This design comes from an exercise in tuning for small area, a short achievable clock period and few clock cycles on the open sky130 flow, not from production work. Function was checked by simulation only, so behaviour that the tests miss may differ from the original. Power is estimated from default activity; no workload was simulated.

==> flow/design.v <==
module nrle (
    input             clk,
    input             rst,
    input             reg_we,
    input      [4:0]  reg_addr,
    input      [31:0] reg_wdata,
    output reg [31:0] reg_rdata,
    output            busy,
    output            done,
    output reg        src_re,
    output     [15:0] src_addr,
    input      [7:0]  src_rdata,
    output reg        dst_we,
    output     [15:0] dst_addr,
    output reg [7:0]  dst_wdata
);
    localparam R_CTRL = 5'd0, R_STATUS = 5'd1, R_CELL = 5'd2, R_SRCB = 5'd3,
               R_SRCL = 5'd4, R_DSTB = 5'd5, R_OUTC = 5'd6, R_NIBC = 5'd7,
               R_ERRP = 5'd8, R_LUTI = 5'd9, R_LUTO = 5'd10;
    localparam E_ITC = 4'd1, E_PLM = 4'd2, E_DIM = 4'd4, E_ILL = 4'd5;
    localparam P_IDLE = 3'd0, P_FIN = 3'd1, P_E1 = 3'd2, P_E2 = 3'd3,
               P_EF   = 3'd4, P_EP  = 3'd5, P_DEC = 3'd6;
    reg [2:0]  op;
    reg        map;
    reg        st_done, st_err;
    reg [3:0]  err_code;
    reg [15:0] cell_count, src_base, src_len, dst_base;
    reg [3:0]  lut_in, lut_out;
    reg [15:0] o;             
    reg [16:0] k;             
    reg [2:0]  phase;
    reg [15:0] a;             
    reg        rd_on;         
    reg        f1, f2;        
    reg        tv;            
    reg [2:0]  cur;           
    reg [4:0]  cnt;           
    reg [3:0]  hold;          
    reg        half;
    reg [7:0]  b0, b1;        
    reg        h0, h1;        
    reg        fd;            
    wire   st_busy = (phase != P_IDLE);
    assign busy = st_busy;
    assign done = st_done;
    function valid_code;
        input [3:0] c;
        valid_code = (c == 4'h0) || (c == 4'h2) || (c == 4'h4) ||
                     (c == 4'h8) || (c == 4'hC);
    endfunction
    function [3:0] code_of;
        input [3:0] d;
        case (d)
            4'd0: code_of = 4'h0;
            4'd1: code_of = 4'h2;
            4'd2: code_of = 4'h4;
            4'd3: code_of = 4'h8;
            default: code_of = 4'hC;
        endcase
    endfunction
    function [3:0] id_of;
        input [3:0] c;
        case (c)
            4'h2: id_of = 4'd1;
            4'h4: id_of = 4'd2;
            4'h8: id_of = 4'd3;
            4'hC: id_of = 4'd4;
            default: id_of = 4'd0;
        endcase
    endfunction
    function in_valid;
        input [7:0] b;
        input       m;
        in_valid = m ? (b <= 8'd4) : ((b[7:4] == 4'h0) && valid_code(b[3:0]));
    endfunction
    function [7:0] out_byte;
        input [3:0] c;
        input       m;
        out_byte = m ? {4'h0, id_of(c)} : {4'h0, c};
    endfunction
    function [16:0] rinc;
        input [16:0] x;
        input        cin;
        integer i;
        reg c;
        begin
            c = cin;
            for (i = 0; i < 17; i = i + 1) begin
                rinc[i] = x[i] ^ c;
                c = c & x[i];
            end
        end
    endfunction
    wire res_ok = !st_busy && !st_err;
    wire [9:0] sel;
    nrle_rdec u_rdec (.addr(reg_addr), .ok(res_ok), .err(st_err), .sel(sel));
    wire [31:0] rdata;
    wire [15:0] st_bits = {8'd0, err_code, 1'b0, st_err, st_done, st_busy};
    wire [15:0] ct_bits = {11'd0, map, op, 1'b0};
    genvar gi;
    generate
        for (gi = 0; gi < 4; gi = gi + 1) begin : g_lo
            nrle_ror10 u_or (.s(sel), .d({lut_out[gi], lut_in[gi], k[gi], o[gi], dst_base[gi],
                             src_len[gi], src_base[gi], cell_count[gi], st_bits[gi], ct_bits[gi]}),
                             .y(rdata[gi]));
        end
        for (gi = 4; gi < 8; gi = gi + 1) begin : g_mid
            nrle_ror8 u_or (.s(sel[7:0]), .d({k[gi], o[gi], dst_base[gi], src_len[gi], src_base[gi],
                            cell_count[gi], st_bits[gi], ct_bits[gi]}), .y(rdata[gi]));
        end
        for (gi = 8; gi < 16; gi = gi + 1) begin : g_hi
            nrle_ror6 u_or (.s(sel[7:2]), .d({k[gi], o[gi], dst_base[gi], src_len[gi], src_base[gi],
                            cell_count[gi]}), .y(rdata[gi]));
        end
    endgenerate
    assign rdata[16] = sel[7] && k[16];
    assign rdata[31:17] = 15'd0;
    always @(*) reg_rdata = rdata;
    wire ph_fin = (phase == P_FIN);
    wire ph_e1  = (phase == P_E1);
    wire ph_e2  = (phase == P_E2);
    wire ph_ef  = (phase == P_EF);
    wire ph_ep  = (phase == P_EP);
    wire ph_dec = (phase == P_DEC);
    wire [15:0] lim    = op[0] ? src_len : cell_count;
    wire        d_odd  = !op[0] && cell_count[0];
    wire [16:0] s_sum, d_sum;
    nrle_add16 u_sadd (.a(src_base), .b(lim), .s(s_sum));
    nrle_add16 u_dadd (.a(dst_base), .b(o), .s(d_sum));
    wire        win_ovf = (s_sum[16] && (s_sum[15:0] != 16'd0)) ||
                          (d_sum[16] && (d_odd || (d_sum[15:0] != 16'd0)));
    assign src_addr = a;
    assign dst_addr = d_sum[15:0];
    wire [16:0] a_inc17 = rinc({1'b0, a}, 1'b1);
    wire [15:0] a_inc   = a_inc17[15:0];
    wire        a_last  = (a_inc == s_sum[15:0]);
    wire [16:0] o_inc17 = rinc({1'b0, o}, 1'b1);
    wire [15:0] o_inc   = o_inc17[15:0];
    wire        o_last  = (o_inc == cell_count);
    wire [4:0] r     = cnt;
    wire       r_nz  = (r != 5'd0);
    wire       e_two = (r >= 5'd2);
    wire       e_run = (r >= 5'd3);
    wire [3:0] e_x   = {cur, e_run};
    wire [4:0] r_m3  = r - 5'd3;
    wire [3:0] e_y   = e_run ? r_m3[3:0] : {cur, 1'b0};
    wire       e_we  = half | e_two;
    wire [7:0] e_wd  = half ? {hold, e_x} : {e_x, e_y};
    wire [3:0] tc4    = map ? code_of(b1[3:0]) : b1[3:0];
    wire [2:0] tc     = tc4[3:1];
    wire       t_same = (tc == cur) && (r != 5'd18);
    wire       t_emit = tv && r_nz && !t_same;
    wire       in_ok  = in_valid(src_rdata, map);
    wire [3:0] d_h     = k[0] ? b0[3:0] : b0[7:4];
    wire [3:0] d_n     = k[0] ? b1[7:4] : b0[3:0];
    wire       d_have0 = h0;
    wire       d_have1 = k[0] ? h1 : h0;              
    wire       d_dry   = !rd_on && !fd;               
    wire       d_inrun = r_nz;
    wire       d_rend  = (cnt == 5'd1);               
    wire       d_hval  = valid_code({d_h[3:1], 1'b0});
    wire       d_step  = !d_inrun && d_have0 && d_hval;
    wire       d_lit   = d_step && !d_h[0];
    wire       d_runst = d_step && d_h[0] && d_have1;
    wire       d_cmiss = d_step && d_h[0] && !d_have1 && d_dry;    
    wire       d_wr    = d_inrun || d_lit || d_runst;
    wire       d_shift = (d_lit && k[0]) || d_runst;
    wire       d_v0    = d_shift ? h1 : h0;
    wire       d_v1    = !d_shift && h1;
    wire       d_full  = d_v1 || (fd && d_v0);
    wire [3:0] d_tile  = d_inrun ? {cur, 1'b0} : {d_h[3:1], 1'b0};
    wire       d_pend  = k[0] ^ d_lit;
    wire       d_left  = rd_on || (d_pend ? d_full : (d_v0 || fd));
    wire        k_two  = ph_dec ? d_inrun : e_two;
    wire [16:0] k_hi   = rinc({1'b0, k[16:1]}, k_two | k[0]);
    wire [16:0] k_inc  = {k_hi[15:0], k[0] ^ !k_two};
    always @(*) begin
        src_re = rd_on && (ph_e1 || ph_e2 || (ph_dec && !d_full));
        dst_we = (ph_e2 && t_emit && e_we) || (ph_ef && r_nz) || ph_ep ||
                 (ph_dec && d_wr);
        case (phase)
            P_E2:    dst_wdata = e_wd;
            P_EF:    dst_wdata = half ? {hold, e_x} : {e_x, e_two ? e_y : 4'h0};
            P_EP:    dst_wdata = {hold, 4'h0};
            default: dst_wdata = out_byte(d_tile, map);
        endcase
    end
    wire srst  = rst || (reg_we && reg_addr == R_CTRL && reg_wdata[15]);
    wire wr_ok = reg_we && !st_busy;
    wire start = wr_ok && (reg_addr == R_CTRL) && reg_wdata[0];
    wire [15:0] wd_g = reg_wdata[15:0] & {16{!srst}};
    wire ld_ctrl = srst || (wr_ok && reg_addr == R_CTRL);
    wire ld_cell = srst || (wr_ok && reg_addr == R_CELL);
    wire ld_srcb = srst || (wr_ok && reg_addr == R_SRCB);
    wire ld_srcl = srst || (wr_ok && reg_addr == R_SRCL);
    wire ld_dstb = srst || (wr_ok && reg_addr == R_DSTB);
    wire ld_luti = srst || (wr_ok && reg_addr == R_LUTI);
    wire       is_cod = (op[2:1] == 2'b00);            
    wire       lut_ok = op[0] ? valid_code(lut_in) : (lut_in <= 4'd4);
    wire [3:0] lut_res = op[0] ? id_of(lut_in) : code_of(lut_in);
    wire       n_zero = (cell_count == 16'd0);
    wire       l_nz   = (lim != 16'd0);
    reg        fin, ferr, k_en, k_clr, go;
    reg [3:0]  ecode_n;
    reg [2:0]  phase_n;
    always @(*) begin
        fin     = 1'b0;
        ferr    = 1'b0;
        ecode_n = E_PLM;
        k_en    = 1'b0;
        k_clr   = 1'b0;
        go      = 1'b0;
        phase_n = phase;
        case (phase)
            P_FIN: begin
                if (!is_cod) begin
                    fin     = 1'b1;
                    ferr    = op[2] || !lut_ok;
                    ecode_n = op[2] ? E_ILL : E_ITC;
                end else if (win_ovf) begin
                    fin     = 1'b1;
                    ferr    = 1'b1;
                    ecode_n = E_DIM;
                end else if (op[0] && n_zero) begin
                    fin     = 1'b1;
                    ferr    = l_nz;
                end else begin
                    go      = 1'b1;
                    phase_n = op[0] ? P_DEC : P_E1;
                end
            end
            P_E1: begin
                if (f1) begin
                    k_en    = in_ok;
                    fin     = !in_ok;
                    ferr    = 1'b1;
                    ecode_n = E_ITC;
                end
                if (!rd_on) phase_n = P_EF;                  
                else if (src_re && a_last) phase_n = P_E2;   
            end
            P_E2: begin
                if (f1) begin
                    k_clr   = in_ok;
                    fin     = !in_ok;
                    ferr    = 1'b1;
                    ecode_n = E_ITC;
                end
                k_en = t_emit;
                if (tv && !f2) phase_n = P_EF;
            end
            P_EF: begin
                k_en = r_nz;
                if (half && e_two && r_nz) phase_n = P_EP;
                else fin = 1'b1;
            end
            P_EP: fin = 1'b1;
            P_DEC: begin
                k_en = d_lit || (d_inrun && d_rend) || d_cmiss;
                if (!d_inrun && ((!d_have0 && d_dry) || (d_have0 && !d_hval) || d_cmiss)) begin
                    fin     = 1'b1;
                    ferr    = 1'b1;
                    ecode_n = (d_have0 && !d_hval) ? E_ITC : E_PLM;
                end
                if (d_wr && o_last) begin
                    fin  = 1'b1;
                    ferr = d_runst || (d_inrun && !d_rend) || d_left;
                end
            end
            default: ;
        endcase
    end
    always @(posedge clk) begin
        f1 <= src_re && ph_e1;
        f2 <= src_re && ph_e2;
        fd <= src_re && ph_dec;
        tv <= f2;
        if (ld_ctrl) begin
            op  <= wd_g[3:1];
            map <= wd_g[4];
        end
        if (ld_cell) cell_count <= wd_g[15:0];
        if (ld_srcb) src_base   <= wd_g[15:0];
        if (ld_srcl) src_len    <= wd_g[15:0];
        if (ld_dstb) dst_base   <= wd_g[15:0];
        if (ld_luti) lut_in     <= wd_g[3:0];
        if (srst) begin
            st_done  <= 1'b0;
            st_err   <= 1'b0;
            err_code <= 4'd0;
            phase    <= P_IDLE;
        end else if (start) begin
            st_done  <= 1'b0;
            st_err   <= 1'b0;
            err_code <= 4'd0;
            phase    <= P_FIN;
        end else if (fin) begin
            st_done  <= 1'b1;
            st_err   <= ferr;
            if (ferr) err_code <= ecode_n;
            phase    <= P_IDLE;
        end else begin
            phase    <= phase_n;
        end
        if (srst)
            lut_out <= 4'd0;
        else if (ph_fin && !is_cod && !op[2])
            lut_out <= lut_ok ? lut_res : 4'd0;
        if (srst || start || k_clr)
            k <= 17'd0;
        else if (k_en)
            k <= k_inc;
        if (srst || ph_fin)
            o <= 16'd0;
        else if (start)
            o <= reg_wdata[1] ? cell_count : {1'b0, cell_count[15:1]};
        else if (dst_we)
            o <= o_inc;
        if (start || (src_re && a_last && ph_e1))
            a <= src_base;
        else if (src_re)
            a <= a_inc;
        if (srst || start || fin)
            rd_on <= 1'b0;
        else if (go)
            rd_on <= l_nz;
        else if (src_re && a_last && !ph_e1)
            rd_on <= 1'b0;
        if (start)
            half <= 1'b0;
        else if (ph_e2 && t_emit && !e_two)
            half <= !half;
        if (ph_e2 && t_emit)
            hold <= half ? e_y : e_x;
        else if (ph_ef)
            hold <= e_y;
        if (start)
            cnt <= 5'd0;
        else if (ph_e2 && tv)
            cnt <= (r_nz && t_same) ? r + 5'd1 : 5'd1;
        else if (ph_dec && d_inrun)
            cnt <= cnt - 5'd1;
        else if (ph_dec && d_runst)
            cnt <= {1'b0, d_n} + 5'd2;
        if (ph_e2 && tv && !(r_nz && t_same))
            cur <= tc;
        else if (ph_dec && d_runst)
            cur <= d_h[3:1];
        if (start) begin
            h0 <= 1'b0;
            h1 <= 1'b0;
        end else if (ph_dec) begin
            h0 <= d_v0 || fd;
            h1 <= d_full;
        end
        if (ph_dec) begin
            if (d_shift) b0 <= b1;
            if (fd && !d_v0) b0 <= src_rdata;
        end
        if (!ph_dec || (fd && d_v0))
            b1 <= src_rdata;
    end
endmodule
module nrle_add16 (
    input  [15:0] a,
    input  [15:0] b,
    output [16:0] s
);
    wire [15:0] g0 = a & b;
    wire [15:0] p0 = a ^ b;
    wire [15:0] g1, p1, g2, p2, g3, p3, g4;
    genvar i;
    generate
        for (i = 0; i < 16; i = i + 1) begin : l1
            if (i % 2 == 1) begin : n
                assign g1[i] = g0[i] | (p0[i] & g0[i-1]);
                assign p1[i] = p0[i] & p0[i-1];
            end else begin : t
                assign g1[i] = g0[i];
                assign p1[i] = p0[i];
            end
        end
        for (i = 0; i < 16; i = i + 1) begin : l2
            if (i % 4 == 3) begin : n
                assign g2[i] = g1[i] | (p1[i] & g1[i-2]);
                assign p2[i] = p1[i] & p1[i-2];
            end else begin : t
                assign g2[i] = g1[i];
                assign p2[i] = p1[i];
            end
        end
        for (i = 0; i < 16; i = i + 1) begin : l3
            if (i % 8 == 7) begin : n
                assign g3[i] = g2[i] | (p2[i] & g2[i-4]);
                assign p3[i] = p2[i] & p2[i-4];
            end else begin : t
                assign g3[i] = g2[i];
                assign p3[i] = p2[i];
            end
        end
        for (i = 0; i < 16; i = i + 1) begin : l4
            if (i == 15) begin : n
                assign g4[i] = g3[i] | (p3[i] & g3[i-8]);
            end else begin : t
                assign g4[i] = g3[i];
            end
        end
    endgenerate
    wire [15:0] c;
    assign c[0]  = g4[0];
    assign c[1]  = g4[1];
    assign c[3]  = g4[3];
    assign c[7]  = g4[7];
    assign c[15] = g4[15];
    assign c[11] = g4[11] | (p2[11] & c[7]);
    assign c[5]  = g4[5]  | (p1[5]  & c[3]);
    assign c[9]  = g4[9]  | (p1[9]  & c[7]);
    assign c[13] = g4[13] | (p1[13] & c[11]);
    assign c[2]  = g0[2]  | (p0[2]  & c[1]);
    assign c[4]  = g0[4]  | (p0[4]  & c[3]);
    assign c[6]  = g0[6]  | (p0[6]  & c[5]);
    assign c[8]  = g0[8]  | (p0[8]  & c[7]);
    assign c[10] = g0[10] | (p0[10] & c[9]);
    assign c[12] = g0[12] | (p0[12] & c[11]);
    assign c[14] = g0[14] | (p0[14] & c[13]);
    assign s = {c[15], p0 ^ {c[14:0], 1'b0}};
endmodule
module nrle_rdec (
    input  [4:0] addr,
    input        ok,      
    input        err,     
    output [9:0] sel
);
    assign sel[0] = (addr == 5'd0);
    assign sel[1] = (addr == 5'd1);
    assign sel[2] = (addr == 5'd2);
    assign sel[3] = (addr == 5'd3);
    assign sel[4] = (addr == 5'd4);
    assign sel[5] = (addr == 5'd5);
    assign sel[6] = (addr == 5'd6) && ok;
    assign sel[7] = ((addr == 5'd7) && ok) || ((addr == 5'd8) && err);
    assign sel[8] = (addr == 5'd9);
    assign sel[9] = (addr == 5'd10);
endmodule
module nrle_ror10 (input [9:0] s, input [9:0] d, output y);
    assign y = |(s & d);
endmodule
module nrle_ror8 (input [7:0] s, input [7:0] d, output y);
    assign y = |(s & d);
endmodule
module nrle_ror6 (input [5:0] s, input [5:0] d, output y);
    assign y = |(s & d);
endmodule
==> flow/flow/run.sh <==
#!/bin/bash
# The standard layout (standard.sh: standard synthesis, then ORFS to finish), with one
# change: the port buffers that buffer_ports inserts are buf_2 cells instead of the delay
# buffers it picks by default. Every port still gets its buffer. make's full output goes to
# flow_make.log in this folder; ORFS keeps each step's log under orfs/logs.
set -o pipefail
bash standard.sh BUFFER_PORTS_ARGS="-buffer_cell sky130_fd_sc_hd__buf_2" finish > flow_make.log 2>&1
==> flow/standard.sh <==
#!/bin/bash
# synth_recipe.tcl (not shown) runs the flow's synth.tcl, then flattens the netlist and writes it again
# the make line also repeats each setting of config.mk as NAME=value (left out here)
make -C /OpenROAD-flow-scripts/flow DESIGN_CONFIG=/design/flow/config.mk WORK_HOME=/design/flow/orfs CLKGATE_MAP_FILE= SYNTH_SCRIPT=/design/flow/synth_recipe.tcl "${@:-finish}"
==> flow/config.mk <==
export PLATFORM = sky130hd
export DESIGN_NAME = nrle
export DESIGN_NICKNAME = nrle
export VERILOG_FILES = /design/flow/design.v
export SDC_FILE = /design/flow/constraint.sdc
export NUM_CORES = 4
export LEC_CHECK = 0
export CAP_MARGIN = 20
export CORE_MARGIN = 2
export CORE_UTILIZATION = 60
export CTS_BUF_LIST = sky130_fd_sc_hd__clkbuf_8
export SETUP_SLACK_MARGIN = 4.6
export SLEW_MARGIN = 20
export SYNTH_HIERARCHICAL = 1
==> flow/constraint.sdc <==
create_clock -name core_clock -period 10.0 [get_ports {clk}]
set_input_delay 2.0000 -clock core_clock [delete_from_list [all_inputs] [get_ports {clk}]]
set_output_delay 2.0000 -clock core_clock [all_outputs]
set_load 0.01 [all_outputs]
==> flow_summary.toml, run 1 <==
[synth]
synth-seq-cells = 169
ys_seq_area_share_pct = 39.8
yosys_warnings = 7
ys.flop_type = "edfxtp_1"
syn_inst = 1092
ys_async_sr_fraction_pct = 0
synthDistinctLibCells = 82
syn_area_per_cell_um2 = 10.3
synth_area_mm2 = 0.0113
synth-edff-count = 111

[worst_setup_path]
startpoint_type = "input pin"
crit_fanout = 8
path_delay_family = "simple AND/OR/NAND/NOR gates"
worst-path-buf-inv = 2
path_class = "input pin to output pin"
crit_chain = "buf_4 > or3_4 > nor3_4 > a22oi_1 > nand4_1 > buf_2"
arrival_ns = 3.41
max_stage_delay_ns = 0.44
slowest_stage = "or3_4"
r2r_setup_slack_ns = 4.77
cp-end-kind = "output pin"
required_ns = 8.00

[sta]
setup_viol = 0
drv_slew = 0
fin_skew_ns = 0.0195
min_period_ns = 5.41
rsz0062_at_grt = "yes"
slew_headroom_pct = 37.7
finalCritPeriodShare_pct = 54.1
max_freq_mhz = 185
hold_viol_final = 0
setup-tns-final_ns = 0
tightest_slew_ns = 0.922

[pwr]
p_comb_share_pct = 17.6
power.density_mw_per_mm2 = 126
p_int_mw = 1.10
p_sw_mw = 0.514
ir_drop_v = 0.000117
power_mw = 1.61
p_sw_share_pct = 31.8
power_frac_seq_pct = 51.6
p_leak_nw = 5.36
p_clk_share_pct = 30.8

[global_route]
grt_max_degree = 38
grt_pass1_wl_mm = 50.7
track_usage_pct = 33.6
grt_pass1_vias = 8784
grt-ovfl-total = 0
antenna_found_initial = 1

[cts]
cts_sinks = 169
root_buffer = "clkbuf_8"
clk_latency_ns = 0.48
cts.hold.buffers_added = 0
h-tree-depth = 4
clockBufferDepth = 2
numCtsBuffers = 17
clk_pin_slew_worst_paths_ns = 0.09
cts_tree = "done"

[placement]
dp_hpwl_mm = 24.7
place_congestion = 0.935
portBuffers = 92
post_dp_cell_area_mm2 = 0.0119

[final_layout]
area_growth_pct = 13.5
drive_above_1_share_pct = 21.8
n_antenna_cell = 0
final_nets = 1355
postLayoutCellArea_mm2 = 0.0128
final_util_pct = 68.9
final_cell_mix = "111 x edfxtp_1, 88 x buf_2, 79 x ha_1, 66 x nor2_1, 65 x nand2_1"
layout_commonest_cell = "edfxtp_1"

[die]
core_mm2 = 0.0186
rows = 50
die_h_um = 141
die_area_mm2 = 0.0199
io_pins = 124
initial_core_util_pct = 60.7
dieWidth_um = 141

[detailed_routing]
drt_wl_total_mm = 32.9
via_per_inst = 6.43
vias = 9380
drtAntennaViolNets = 0
drc = 0
dr.pass1.iters = 6
wl_per_cell_um = 22.6
drt_first_iter_violations = 901

[run]
drv_cap = 0

[run_status]
outcome = "finished clean"

[worst_hold_path]
worst_hold_path_type = "flip-flop to flip-flop"
## synthesized netlist by cell type (all sizes together), types with 3 or more instances
| master | count | share of area (%) |
|---|---|---|
| o32ai | 6 | 0.47 |
| nor2 | 70 | 2.4 |
| mux2i | 43 | 3.8 |
| or3 | 6 | 0.42 |
| xnor2 | 33 | 2.6 |
| ha | 80 | 8.9 |
| mux2 | 44 | 4.4 |
| o211ai | 10 | 0.84 |
| clkbuf | 26 | 0.86 |
| edfxtp | 111 | 30 |
| nand3 | 23 | 1.0 |
| nor2b | 26 | 1.4 |
| nor4 | 25 | 1.4 |
| nand2b | 11 | 0.61 |
| nor3 | 18 | 0.80 |
| a22oi | 58 | 3.9 |
| a41oi | 3 | 0.37 |
| o21ai | 39 | 1.7 |
| a21boi | 5 | 0.37 |
| nand4 | 15 | 0.83 |
| a211oi | 38 | 2.6 |
| inv | 45 | 1.5 |
| a22o | 4 | 0.31 |
| xor2 | 29 | 2.3 |
| o22ai | 8 | 0.44 |
| or2 | 4 | 0.24 |
| fa | 16 | 2.8 |
| and3 | 6 | 0.33 |
| buf | 28 | 1.7 |
| nand2 | 67 | 2.3 |
| dfxtp | 58 | 10 |
| o311ai | 3 | 0.23 |
| a21o | 3 | 0.20 |
| o22a | 3 | 0.23 |
| a31oi | 7 | 0.39 |
| o31ai | 3 | 0.29 |
| a221oi | 5 | 0.61 |
| and2 | 23 | 1.3 |
| a21oi | 51 | 2.3 |
| o21a | 5 | 0.33 |
| nor4b | 3 | 0.29 |
## flip-flops by register name, indices dropped and copies added, names as in the netlist, 3 cells and up
register    cells
o              16
cur             3
lut_out         4
cell_count     16
err_code        3
b1              8
phase           3
op              3
hold            4
cnt             5
b0              8
a              16
lut_in          4
src_base       16
dst_base       16
k              17
src_len        16
## area by class of cell
cell class	instances	area, um^2
inverters	46	173
fillers	1455	5770
flip-flops and latches	169	4500
multi-input cells	843	6560
clock inverters	15	155
well taps	234	293
clock buffers	17	234
repair buffers	134	900
## final timing paths
| check | end | cells after the start | start |
|---|---|---|---|
| worst max-delay path | reg_rdata[4] | 6 | reg_addr[3] |
| worst min-delay path | tv$_DFF_P_ | 0 | f2$_DFF_P_ |
| worst max register to register | err_code[0]$_SDFFE_PP0P_ | 19 | op[0]$_DFFE_PP_ |
| worst min register to register | tv$_DFF_P_ | 0 | f2$_DFF_P_ |
## stage by stage
stage / worst slack (ns) / hold slack, ns / std cells
floorplan: 4.67 / 0.331 / 1112
global placement: 4.02 / 0.336 / 1398
detailed placement: 4.02 / 0.345 / 1398
CTS: 4.58 / 0.356 / 1437
global route: 4.54 / 0.363 / 1458
finish: 4.59 / 0.360 / 1458
## Yosys stat by module, one instance, submodules excluded
module      flops+latches  copies in the design
nrle_ror6               0                     8
nrle_ror10              0                     4
nrle_add16              0                     2
nrle_rdec               0                     1
nrle_ror8               0                     4
nrle                  169                     1
## cells by family (layout without fill, tap and decap cells)
logic type | after synthesis | in the layout | synth area share, %
fa+ha+maj | 96 | 96 | 11.7
other cells | 1 | 21 | 0.0332
flops | 169 | 169 | 39.8
compound gates | 269 | 269 | 17.2
buf+inv | 100 | 212 | 4.14
xor+xnor | 62 | 62 | 4.81
simple gates | 308 | 308 | 14.1
mux | 87 | 87 | 8.20
## power by group through the flow
stage / Sequential [mW] / Clock, mW / Combinational [mW]
2_1_floorplan: 0.810 / 0 / 0.216
3_3_place_gp: 0.845 / 0 / 0.258
3_5_place_dp: 0.846 / 0 / 0.262
4_1_cts: 0.830 / 0.500 / 0.271
5_1_grt: 0.838 / 0.528 / 0.312
6_report: 0.833 / 0.498 / 0.284
## layer usage
metal  vias up  wire length, um  track usage, %
met1      4567            14900            51.7
met2       425            14100            48.3
met5         -               13               0
met4         2              643            9.21
met3        50             3280            6.69
li1       4336                -               -
## timing repair
action / in CTS / in global routing
gates resized for setup: 30 / 27
buffers inserted: 6 / 19
pin swaps: 8 / 16
setup endpoints to repair: 23 / 38
cloned: 1 / 2
Testbench counts, summed over its fixed seeds: cycles 190,696.
==> run 2, diff against run 1 <==
--- a/flow/design.v
+++ b/flow/design.v
@@ -93,7 +93,10 @@
     endfunction
     wire res_ok = !st_busy && !st_err;
     wire [9:0] sel;
-    nrle_rdec u_rdec (.addr(reg_addr), .ok(res_ok), .err(st_err), .sel(sel));
+    wire [3:0] adr_lo;
+    wire [2:0] adr_hi;
+    nrle_pdec u_pdec (.addr(reg_addr), .lo(adr_lo), .hi(adr_hi));
+    nrle_rsel u_rsel (.lo(adr_lo), .hi(adr_hi), .ok(res_ok), .err(st_err), .sel(sel));
     wire [31:0] rdata;
     wire [15:0] st_bits = {8'd0, err_code, 1'b0, st_err, st_done, st_busy};
     wire [15:0] ct_bits = {11'd0, map, op, 1'b0};
@@ -425,22 +428,36 @@
     assign c[14] = g0[14] | (p0[14] & c[13]);
     assign s = {c[15], p0 ^ {c[14:0], 1'b0}};
 endmodule
-module nrle_rdec (
+module nrle_pdec (
     input  [4:0] addr,
+    output [3:0] lo,
+    output [2:0] hi
+);
+    assign lo[0] = (addr[1:0] == 2'd0);
+    assign lo[1] = (addr[1:0] == 2'd1);
+    assign lo[2] = (addr[1:0] == 2'd2);
+    assign lo[3] = (addr[1:0] == 2'd3);
+    assign hi[0] = (addr[4:2] == 3'd0);
+    assign hi[1] = (addr[4:2] == 3'd1);
+    assign hi[2] = (addr[4:2] == 3'd2);
+endmodule
+module nrle_rsel (
+    input  [3:0] lo,
+    input  [2:0] hi,
     input        ok,      
     input        err,     
     output [9:0] sel
 );
-    assign sel[0] = (addr == 5'd0);
-    assign sel[1] = (addr == 5'd1);
-    assign sel[2] = (addr == 5'd2);
-    assign sel[3] = (addr == 5'd3);
-    assign sel[4] = (addr == 5'd4);
-    assign sel[5] = (addr == 5'd5);
-    assign sel[6] = (addr == 5'd6) && ok;
-    assign sel[7] = ((addr == 5'd7) && ok) || ((addr == 5'd8) && err);
-    assign sel[8] = (addr == 5'd9);
-    assign sel[9] = (addr == 5'd10);
+    assign sel[0] = hi[0] && lo[0];                                   
+    assign sel[1] = hi[0] && lo[1];                                   
+    assign sel[2] = hi[0] && lo[2];                                   
+    assign sel[3] = hi[0] && lo[3];                                   
+    assign sel[4] = hi[1] && lo[0];                                   
+    assign sel[5] = hi[1] && lo[1];                                   
+    assign sel[6] = hi[1] && lo[2] && ok;                             
+    assign sel[7] = (hi[1] && lo[3] && ok) || (hi[2] && lo[0] && err);  
+    assign sel[8] = hi[2] && lo[1];                                   
+    assign sel[9] = hi[2] && lo[2];                                   
 endmodule
 module nrle_ror10 (input [9:0] s, input [9:0] d, output y);
     assign y = |(s & d);
==> flow_summary.toml, run 2 <==
[sta]
hold_viol_final = 0
setup_viol = 0
max_freq_mhz = 185
timing.hold.ws_ns = 0.363
tightest_slew_ns = 0.819
rsz0062_at_grt = "yes"
finalCritPeriodShare_pct = 53.9
drv_slew = 0
min_period_ns = 5.39
fin_skew_ns = 0.0179
slew_headroom_pct = 45.4
timing.final.ws_setup_ns = 4.61
setup-tns-final_ns = 0

[run_status]
outcome = "finished clean"

[global_route]
grt-ovfl-total = 0
antenna_found_initial = 0
grt_max_degree = 38
grt_pass1_vias = 8625
track_usage_pct = 33.1
grt_pass1_wl_mm = 50.0

[pwr]
p_comb_share_pct = 16.8
ir_drop_v = 0.0000847
p_clk_share_pct = 32.4
p_leak_nw = 5.28
power.density_mw_per_mm2 = 130
p_sw_mw = 0.510
power_mw = 1.64
power_frac_seq_pct = 50.9
p_sw_share_pct = 31.1
p_int_mw = 1.13

[die]
die_h_um = 141
die_area_mm2 = 0.0199
core_mm2 = 0.0186
rows = 50
io_pins = 124
initial_core_util_pct = 60.8
dieWidth_um = 141

[placement]
place_congestion = 0.944
dp_hpwl_mm = 24.6
post_dp_cell_area_mm2 = 0.0119
post-place-ws_ns = 4.12
portBuffers = 92

[synth]
ys_async_sr_fraction_pct = 0
syn_area_per_cell_um2 = 10.4
syn_inst = 1088
synth_area_leader_cell = "edfxtp_1"
ys_seq_area_share_pct = 39.8
synth_area_mm2 = 0.0113
synthDistinctLibCells = 82
synth-edff-count = 111
synth_common_cells = "111 x edfxtp_1, 80 x ha_1, 63 x nand2_1"
synth_area_leaders = "edfxtp_1 30%, dfxtp_1 10%, ha_1 8.9%"
synth_top_area_share_pct = 29.5
synth.most_common_cell = "edfxtp_1"
yosys_warnings = 7
synth-seq-cells = 169
ys.flop_type = "edfxtp_1"

[worst_setup_path]
r2r_setup_slack_ns = 4.73
worstReg2RegEnd = "err_code[0]$_SDFFE_PP0P_"
cp-end-kind = "output pin"
required_ns = 8.00
startpoint_type = "input pin"
path_class = "input pin to output pin"
reg2regPathDepth = 19
crit_fanout = 8
r2r-start = "op[0]$_DFFE_PP_"
arrival_ns = 3.39

[cts]
cts_sinks = 169
root_buffer = "clkbuf_8"
clockBufferDepth = 2
clk_latency_ns = 0.48
numCtsBuffers = 17
cts.hold.buffers_added = 0
h-tree-depth = 4
cts_tree = "done"
clk_pin_slew_worst_paths_ns = 0.09

[final_layout]
postLayoutCellArea_mm2 = 0.0126
final_nets = 1334
largest_reg_flops = 17
largest_register = "k"
final_cell_mix = "111 x edfxtp_1, 90 x buf_2, 79 x ha_1, 62 x nor2_1, 62 x nand2_1"
layout_commonest_cell = "edfxtp_1"
area_growth_pct = 11.5
n_antenna_cell = 0
drive_above_1_share_pct = 20.9

[worst_hold_path]
min_from = "f2$_DFF_P_"
min_to = "tv$_DFF_P_"
min_path_cells = 0
worst_hold_path_type = "flip-flop to flip-flop"

[detailed_routing]
drc = 0
wl_per_cell_um = 22.7
drtAntennaViolNets = 0
drt_first_iter_violations = 992
drt_wl_total_mm = 32.6
dr.pass1.iters = 6
via_per_inst = 6.52
vias = 9375

[run]
drv_cap = 0
[run 2: cell count changes after synthesis, sizes merged]
cell    delta
and2       +9
nor2b      +2
nor3b      +2
nand2      -4
nand2b     -1
or3        -2
nand3      +1
and3       +1
or2b       -1
a21oi      -1
nor3       -3
nor2       -7
[run 2: worst max-delay path by stage]
| stage | slack, ns | to | startpoint |
|---|---|---|---|
| floorplan | 4.91 | reg_rdata[10] | reg_addr[4] |
| global placement | 4.13 | reg_rdata[0] | reg_addr[2] |
| detailed placement | 4.12 | reg_rdata[0] | reg_addr[2] |
| CTS | 4.57 | reg_rdata[0] | reg_addr[2] |
| global route | 4.58 | err_code[0]$_SDFFE_PP0P_ | op[0]$_DFFE_PP_ |
| finish | 4.61 | reg_rdata[0] | reg_addr[2] |
[run 2: power by group through the flow]
stage / Clock, mW / Combinational (mW) / Sequential, mW
global route: 0.561 / 0.301 / 0.838
floorplan: 0 / 0.215 / 0.810
detailed placement: 0 / 0.258 / 0.846
global placement: 0 / 0.255 / 0.845
finish: 0.530 / 0.275 / 0.833
CTS: 0.533 / 0.264 / 0.830
[run 2: timing repair]
action                                  4_1_cts  5_1_grt
pin swaps                                     3       13
gates resized for setup                      18       31
setup buffers                                 4       10
endpoints found under the setup margin       28       50
endpoints found under the hold margin         0        0
[run 2: final cells by class]
type                       count  area [um^2]
clock inverter                14          169
clock buffer                  18          248
inverter                      46          173
timing repair buffer         117          673
tap                          234          293
multi-input combinational    839         6540
sequential                   169         4500
fill                        1506         5990
[run 2: per-module statistics from Yosys (local to each module, per instance), excerpt]
module | flip-flops and latches | copies in the design
nrle | 169 | 1
nrle_add16 | 0 | 2
nrle_ror10 | 0 | 4
nrle_ror6 | 0 | 8
nrle_rsel | 0 | 1
nrle_pdec | 0 | 1
[run 2: through the flow]
stage	std cells	utilization, %
finish	1437	67.8
global route	1437	67.8
CTS	1427	66.8
detailed placement	1391	64.1
global placement	1391	64.1
floorplan	1108	-
[run 2: kinds of logic (layout without fill, tap and decap cells)]
family	Yosys count	after routing	synth area share, %
AO/OA/AOI/OAI	268	268	17.1
AND/OR/NAND/NOR	305	305	14.2
XOR/XNOR	62	62	4.81
other	1	21	0.0332
buffers and inverters	100	195	4.13
multiplexers	87	87	8.20
adder cells (fa/ha/maj)	96	96	11.7
flip-flops	169	169	39.8
[run 2: layer usage]
metal | wire length [um] | GRT usage [%] | share of wire (%) | up-vias
met5 | 0 | 0 | 0 | -
met4 | 411 | 7.11 | 1.3 | 0
met3 | 2890 | 6.59 | 8.9 | 37
met2 | 14500 | 49.3 | 45 | 447
met1 | 14800 | 50.2 | 45 | 4586
li1 | - | - | - | 4305
[run 2: worst max-delay path, stage by stage]
cell	delay (ns)
buf_4	0.14
nor3b_4	0.17
nand3_2	0.08
nand2_4	0.11
a22o_1	0.29
a221oi_2	0.21
nand4_1	0.20
buf_2	0.20
Testbench counts of run 2, summed over its fixed seeds: cycles 190,696.
==> run 3, diff against run 2 <==
--- a/flow/design.v
+++ b/flow/design.v
@@ -33,12 +33,13 @@
     reg        rd_on;         
     reg        f1, f2;        
     reg        tv;            
+    reg [2:0]  tc;            
     reg [2:0]  cur;           
     reg [4:0]  cnt;           
     reg [3:0]  hold;          
     reg        half;
     reg [7:0]  b0, b1;        
-    reg        h0, h1;        
+    reg [1:0]  nb;            
     reg        fd;            
     wire   st_busy = (phase != P_IDLE);
     assign busy = st_busy;
@@ -93,10 +94,7 @@
     endfunction
     wire res_ok = !st_busy && !st_err;
     wire [9:0] sel;
-    wire [3:0] adr_lo;
-    wire [2:0] adr_hi;
-    nrle_pdec u_pdec (.addr(reg_addr), .lo(adr_lo), .hi(adr_hi));
-    nrle_rsel u_rsel (.lo(adr_lo), .hi(adr_hi), .ok(res_ok), .err(st_err), .sel(sel));
+    nrle_rdec u_rdec (.addr(reg_addr), .ok(res_ok), .err(st_err), .sel(sel));
     wire [31:0] rdata;
     wire [15:0] st_bits = {8'd0, err_code, 1'b0, st_err, st_done, st_busy};
     wire [15:0] ct_bits = {11'd0, map, op, 1'b0};
@@ -128,15 +126,15 @@
     wire [15:0] lim    = op[0] ? src_len : cell_count;
     wire        d_odd  = !op[0] && cell_count[0];
     wire [16:0] s_sum, d_sum;
-    nrle_add16 u_sadd (.a(src_base), .b(lim), .s(s_sum));
+    nrle_add16 u_sadd (.a(src_base), .b(a), .s(s_sum));
     nrle_add16 u_dadd (.a(dst_base), .b(o), .s(d_sum));
     wire        win_ovf = (s_sum[16] && (s_sum[15:0] != 16'd0)) ||
                           (d_sum[16] && (d_odd || (d_sum[15:0] != 16'd0)));
-    assign src_addr = a;
+    assign src_addr = s_sum[15:0];
     assign dst_addr = d_sum[15:0];
     wire [16:0] a_inc17 = rinc({1'b0, a}, 1'b1);
     wire [15:0] a_inc   = a_inc17[15:0];
-    wire        a_last  = (a_inc == s_sum[15:0]);
+    wire        a_last  = (a_inc == lim);
     wire [16:0] o_inc17 = rinc({1'b0, o}, 1'b1);
     wire [15:0] o_inc   = o_inc17[15:0];
     wire        o_last  = (o_inc == cell_count);
@@ -149,15 +147,13 @@
     wire [3:0] e_y   = e_run ? r_m3[3:0] : {cur, 1'b0};
     wire       e_we  = half | e_two;
     wire [7:0] e_wd  = half ? {hold, e_x} : {e_x, e_y};
-    wire [3:0] tc4    = map ? code_of(b1[3:0]) : b1[3:0];
-    wire [2:0] tc     = tc4[3:1];
     wire       t_same = (tc == cur) && (r != 5'd18);
     wire       t_emit = tv && r_nz && !t_same;
     wire       in_ok  = in_valid(src_rdata, map);
     wire [3:0] d_h     = k[0] ? b0[3:0] : b0[7:4];
     wire [3:0] d_n     = k[0] ? b1[7:4] : b0[3:0];
-    wire       d_have0 = h0;
-    wire       d_have1 = k[0] ? h1 : h0;              
+    wire       d_have0 = (nb != 2'd0);
+    wire       d_have1 = k[0] ? nb[1] : d_have0;      
     wire       d_dry   = !rd_on && !fd;               
     wire       d_inrun = r_nz;
     wire       d_rend  = (cnt == 5'd1);               
@@ -168,17 +164,16 @@
     wire       d_cmiss = d_step && d_h[0] && !d_have1 && d_dry;    
     wire       d_wr    = d_inrun || d_lit || d_runst;
     wire       d_shift = (d_lit && k[0]) || d_runst;
-    wire       d_v0    = d_shift ? h1 : h0;
-    wire       d_v1    = !d_shift && h1;
-    wire       d_full  = d_v1 || (fd && d_v0);
+    wire [1:0] d_nbs   = nb - {1'b0, d_shift};        
+    wire [1:0] d_nbn   = d_nbs + {1'b0, fd};
     wire [3:0] d_tile  = d_inrun ? {cur, 1'b0} : {d_h[3:1], 1'b0};
     wire       d_pend  = k[0] ^ d_lit;
-    wire       d_left  = rd_on || (d_pend ? d_full : (d_v0 || fd));
+    wire       d_left  = rd_on || ({1'b0, d_nbs} + {1'b0, fd} > {1'b0, d_pend});
     wire        k_two  = ph_dec ? d_inrun : e_two;
     wire [16:0] k_hi   = rinc({1'b0, k[16:1]}, k_two | k[0]);
     wire [16:0] k_inc  = {k_hi[15:0], k[0] ^ !k_two};
     always @(*) begin
-        src_re = rd_on && (ph_e1 || ph_e2 || (ph_dec && !d_full));
+        src_re = rd_on && (ph_e1 || ph_e2 || (ph_dec && d_nbn != 2'd2));
         dst_we = (ph_e2 && t_emit && e_we) || (ph_ef && r_nz) || ph_ep ||
                  (ph_dec && d_wr);
         case (phase)
@@ -278,6 +273,7 @@
         f2 <= src_re && ph_e2;
         fd <= src_re && ph_dec;
         tv <= f2;
+        tc <= map ? code_of(src_rdata[3:0]) >> 1 : src_rdata[3:1];
         if (ld_ctrl) begin
             op  <= wd_g[3:1];
             map <= wd_g[4];
@@ -319,8 +315,10 @@
             o <= reg_wdata[1] ? cell_count : {1'b0, cell_count[15:1]};
         else if (dst_we)
             o <= o_inc;
-        if (start || (src_re && a_last && ph_e1))
-            a <= src_base;
+        if (start)
+            a <= reg_wdata[1] ? src_len : cell_count;
+        else if (ph_fin || (src_re && a_last && ph_e1))
+            a <= 16'd0;
         else if (src_re)
             a <= a_inc;
         if (srst || start || fin)
@@ -349,19 +347,17 @@
             cur <= tc;
         else if (ph_dec && d_runst)
             cur <= d_h[3:1];
-        if (start) begin
-            h0 <= 1'b0;
-            h1 <= 1'b0;
-        end else if (ph_dec) begin
-            h0 <= d_v0 || fd;
-            h1 <= d_full;
-        end
+        if (start)
+            nb <= 2'd0;
+        else if (ph_dec)
+            nb <= d_nbn;
         if (ph_dec) begin
             if (d_shift) b0 <= b1;
-            if (fd && !d_v0) b0 <= src_rdata;
+            if (fd) begin
+                if (d_nbs == 2'd0) b0 <= src_rdata;
+                else               b1 <= src_rdata;
+            end
         end
-        if (!ph_dec || (fd && d_v0))
-            b1 <= src_rdata;
     end
 endmodule
 module nrle_add16 (
@@ -428,36 +424,22 @@
     assign c[14] = g0[14] | (p0[14] & c[13]);
     assign s = {c[15], p0 ^ {c[14:0], 1'b0}};
 endmodule
-module nrle_pdec (
+module nrle_rdec (
     input  [4:0] addr,
-    output [3:0] lo,
-    output [2:0] hi
-);
-    assign lo[0] = (addr[1:0] == 2'd0);
-    assign lo[1] = (addr[1:0] == 2'd1);
-    assign lo[2] = (addr[1:0] == 2'd2);
-    assign lo[3] = (addr[1:0] == 2'd3);
-    assign hi[0] = (addr[4:2] == 3'd0);
-    assign hi[1] = (addr[4:2] == 3'd1);
-    assign hi[2] = (addr[4:2] == 3'd2);
-endmodule
-module nrle_rsel (
-    input  [3:0] lo,
-    input  [2:0] hi,
     input        ok,      
     input        err,     
     output [9:0] sel
 );
-    assign sel[0] = hi[0] && lo[0];                                   
-    assign sel[1] = hi[0] && lo[1];                                   
-    assign sel[2] = hi[0] && lo[2];                                   
-    assign sel[3] = hi[0] && lo[3];                                   
-    assign sel[4] = hi[1] && lo[0];                                   
-    assign sel[5] = hi[1] && lo[1];                                   
-    assign sel[6] = hi[1] && lo[2] && ok;                             
-    assign sel[7] = (hi[1] && lo[3] && ok) || (hi[2] && lo[0] && err);  
-    assign sel[8] = hi[2] && lo[1];                                   
-    assign sel[9] = hi[2] && lo[2];                                   
+    assign sel[0] = (addr == 5'd0);
+    assign sel[1] = (addr == 5'd1);
+    assign sel[2] = (addr == 5'd2);
+    assign sel[3] = (addr == 5'd3);
+    assign sel[4] = (addr == 5'd4);
+    assign sel[5] = (addr == 5'd5);
+    assign sel[6] = (addr == 5'd6) && ok;
+    assign sel[7] = ((addr == 5'd7) && ok) || ((addr == 5'd8) && err);
+    assign sel[8] = (addr == 5'd9);
+    assign sel[9] = (addr == 5'd10);
 endmodule
 module nrle_ror10 (input [9:0] s, input [9:0] d, output y);
     assign y = |(s & d);
==> flow/run.sh (new file) <==
#!/bin/bash
# synth_recipe.tcl (not shown) runs the flow's synth.tcl, then flattens the netlist and writes it again
# the make line also repeats each setting of config.mk as NAME=value (left out here)
make -C /OpenROAD-flow-scripts/flow DESIGN_CONFIG=/design/flow/config.mk WORK_HOME=/design/flow/orfs CLKGATE_MAP_FILE= SYNTH_SCRIPT=/design/flow/synth_recipe.tcl finish
--- a/flow/config.mk
+++ b/flow/config.mk
@@ -9,6 +9,6 @@
 export CORE_MARGIN = 2
 export CORE_UTILIZATION = 60
 export CTS_BUF_LIST = sky130_fd_sc_hd__clkbuf_8
-export SETUP_SLACK_MARGIN = 4.6
+export SETUP_SLACK_MARGIN = 4.5
 export SLEW_MARGIN = 20
 export SYNTH_HIERARCHICAL = 1
removed: flow/flow/run.sh
removed: flow/standard.sh
==> flow_summary.toml, run 3 <==
[die]
die_h_um = 142
rows = 50
initial_core_util_pct = 61.2
dieWidth_um = 142
core_mm2 = 0.0188
die_area_mm2 = 0.0203
io_pins = 124

[synth]
synth-seq-cells = 172
synth_top_area_share_pct = 29.0
synthDistinctLibCells = 76
yosys_warnings = 7
synth_area_leaders = "edfxtp_1 29%, dfxtp_1 11%, ha_1 9.4%"
synth_common_cells = "111 x edfxtp_1, 86 x ha_1, 85 x nor2_1"
syn_inst = 1130
ys_seq_area_share_pct = 39.7
ys.flop_type = "edfxtp_1"
synth_area_leader_cell = "edfxtp_1"
synth-edff-count = 111
synth.most_common_cell = "edfxtp_1"
synth_area_mm2 = 0.0115
ys_async_sr_fraction_pct = 0
syn_area_per_cell_um2 = 10.2

[cts]
clk_pin_slew_worst_paths_ns = 0.10
cts_tree = "done"
cts.hold.buffers_added = 0
cts_sinks = 172
h-tree-depth = 4
clk_latency_ns = 0.48
numCtsBuffers = 17
clockBufferDepth = 2
root_buffer = "clkbuf_8"

[placement]
place_inst = 1433
portBuffers = 92
place_congestion = 0.925
dp_hpwl_mm = 24.3

[final_layout]
finalNonFillerCells = 1513
area_growth_pct = 18.3
final_cell_mix = "111 x edfxtp_1, 82 x nor2_1, 81 x ha_1, 72 x a21oi_1, 66 x mux2i_1"
n_antenna_cell = 0
layout_commonest_cell = "edfxtp_1"
drive_above_1_share_pct = 14.9
largest_reg_flops = 17
final_util_pct = 72.4
final_nets = 1416
largest_register = "k"

[global_route]
antenna_found_initial = 0
grt_max_degree = 51
grt_pass1_wl_mm = 50.9
grt-ovfl-total = 0
grt_pass1_vias = 9124
track_usage_pct = 33.4

[detailed_routing]
drt_first_iter_violations = 1064
via_per_inst = 6.48
vias = 9810
dr.pass1.iters = 7
drc = 0
drtAntennaViolNets = 0
drt_wl_total_mm = 34.0
wl_per_cell_um = 22.5

[worst_hold_path]
worst_hold_path_type = "flip-flop to flip-flop"
min_path_cells = 0

[sta]
setup_viol = 0
min_period_ns = 5.55
setup-tns-final_ns = 0
hold_viol_final = 0
drv_slew = 0
rsz0062_at_grt = "yes"
slew_headroom_pct = 31.9
fin_skew_ns = 0.0130
finalCritPeriodShare_pct = 55.5
timing.hold.ws_ns = 0.349
tightest_slew_ns = 1.02
max_freq_mhz = 180

[worst_setup_path]
cp.depth = 7
cp-end-kind = "output pin"
crit_chain = "buf_8 > or3_4 > buf_6 > nor3_4 > a22oi_1 > nand4_1 > buf_2"
slowest_stage = "or3_4"
arrival_ns = 3.55
reg2regPathDepth = 20
path_delay_family = "simple AND/OR/NAND/NOR gates"
crit_fanout = 6
worst-path-buf-inv = 3
max_stage_delay_ns = 0.44
path_class = "input pin to output pin"
required_ns = 8.00
startpoint_type = "input pin"

[pwr]
power.density_mw_per_mm2 = 177
ir_drop_v = 0.0000979
p_leak_nw = 5.37

[run_status]
outcome = "finished clean"

[run]
drv_cap = 0
==> run 3: cell types whose count changed after synthesis, sizes merged, moves of 8 or more <==
cell	before	now
mux2	44	5
a21oi	50	75
nor2	63	88
mux2i	43	66
o2bb2ai	0	16
and2	32	19
xnor2	33	46
buf	28	37
xor2	29	20
nand2	63	55
nor3	15	23
==> run 3: cells by family (layout without fill, tap and decap cells) <==
logic type      Yosys count  count (layout)  synth area share [%]
simple gates            307             307                  13.6
compound gates          301             301                  18.5
flops                   172             172                  39.7
buf+inv                 110             239                  4.73
fa+ha+maj               102             102                  12.2
mux                      71              71                  6.25
xor+xnor                 66              66                  5.04
other cells               1              21                0.0327
==> run 3: layout make-up <==
class,instances,area [um^2]
Timing Repair Buffer,156,1460
Clock buffer,17,234
Multi-Input combinational cell,868,6700
Fill cell,1425,5180
Inverter,51,195
Sequential cell,172,4560
Tap cell,234,293
Clock inverter,15,140
==> run 3: final timing paths <==
check	slack (ns)	startpoint	endpoint
setup / recovery	4.45	reg_addr[4]	reg_rdata[4]
hold reg to reg	0.35	f2$_DFF_P_	tv$_DFF_P_
setup reg to reg	4.69	a[0]$_DFFE_PP_	a[2]$_DFFE_PP_
hold / removal	0.35	f2$_DFF_P_	tv$_DFF_P_
==> run 3: modules after synthesis (local to each module, per instance) <==
module / copies in the design / cell area [um^2] / cells / flops+latches
nrle_ror10: 4 / 52.6 / 6 / 0
nrle_ror6: 8 / 27.5 / 4 / 0
nrle_rdec: 1 / 108 / 23 / 0
nrle_add16: 2 / 638 / 70 / 0
nrle_ror8: 4 / 36.3 / 5 / 0
nrle: 1 / 9520 / 891 / 172
==> run 3: report_power, final <==
part	internal (mW)	total [mW]	leakage, nW	switching [mW]
Clock	0.185	0.481	0.191	0.295
Combinational	0.434	0.946	3.60	0.512
Sequential	0.855	0.981	1.59	0.126
Total	1.47	2.41	5.37	0.933
==> run 3: stage by stage <==
step / total power, mW / worst slack [ns] / instance area (um^2)
2_1_floorplan: 1.56 / 4.50 / 11600
3_3_place_gp: 1.84 / 3.21 / 12600
3_5_place_dp: 1.85 / 3.18 / 12600
4_1_cts: 2.36 / 4.37 / 13300
5_1_grt: 2.53 / 4.37 / 13600
6_report: 2.41 / 4.45 / 13600
==> run 3: metal layers <==
metal / share of wire [%] / GRT usage [%]
met5: 0 / 0
met4: 2.3 / 9.80
met3: 11 / 9.08
met2: 42 / 48.1
met1: 44 / 49.5
==> run 3: timing repair <==
action / in CTS / in global routing
resized for setup: 128 / 44
setup buffers: 30 / 16
pin swaps: 14 / 19
cloned: 1 / 0
endpoints found under the setup margin: 44 / 44
Testbench counts of run 3, summed over its fixed seeds: cycles 190,696.

==> port drivers added, routing unchanged <==
How much do the figures lean on ideal ports? The routed layouts below were timed once more, with nothing changed but the port constraints.
Step 1 (the two cells are an assumption about what drives the block):
set clk [get_ports {clk}]
set_driving_cell -lib_cell sky130_fd_sc_hd__clkbuf_16 $clk
set_driving_cell -lib_cell sky130_fd_sc_hd__buf_2 [delete_from_list [all_inputs] $clk]
Step 2 also shifts input and output timing later by t, the mid clock arrival at the registers, as if the neighbouring blocks saw the same clock.
Slacks: ideal / step 1 / step 2; pairs: ideal / step 1.
run | t (ns) | setup WS [ns] | worst hold slack (ns) | worst data-port slew with drivers (ns) | pins driven straight from the clock port
run 1 | 0.512 | 4.586 / 4.497 / 4.497 | 0.360 / 0.360 / 0.360 | 0.12 | 1
run 2 | 0.510 | 4.606 / 4.574 / 4.574 | 0.363 / 0.363 / 0.363 | 0.05 | 1
run 3 | 0.514 | 4.454 / 4.416 / 4.416 | 0.349 / 0.349 / 0.349 | 0.06 | 1
After both steps every run listed still meets setup and hold. For run 1, which loses most, drivers alone change the setup slack by -0.089 ns; drivers and shift together by -0.089 ns.
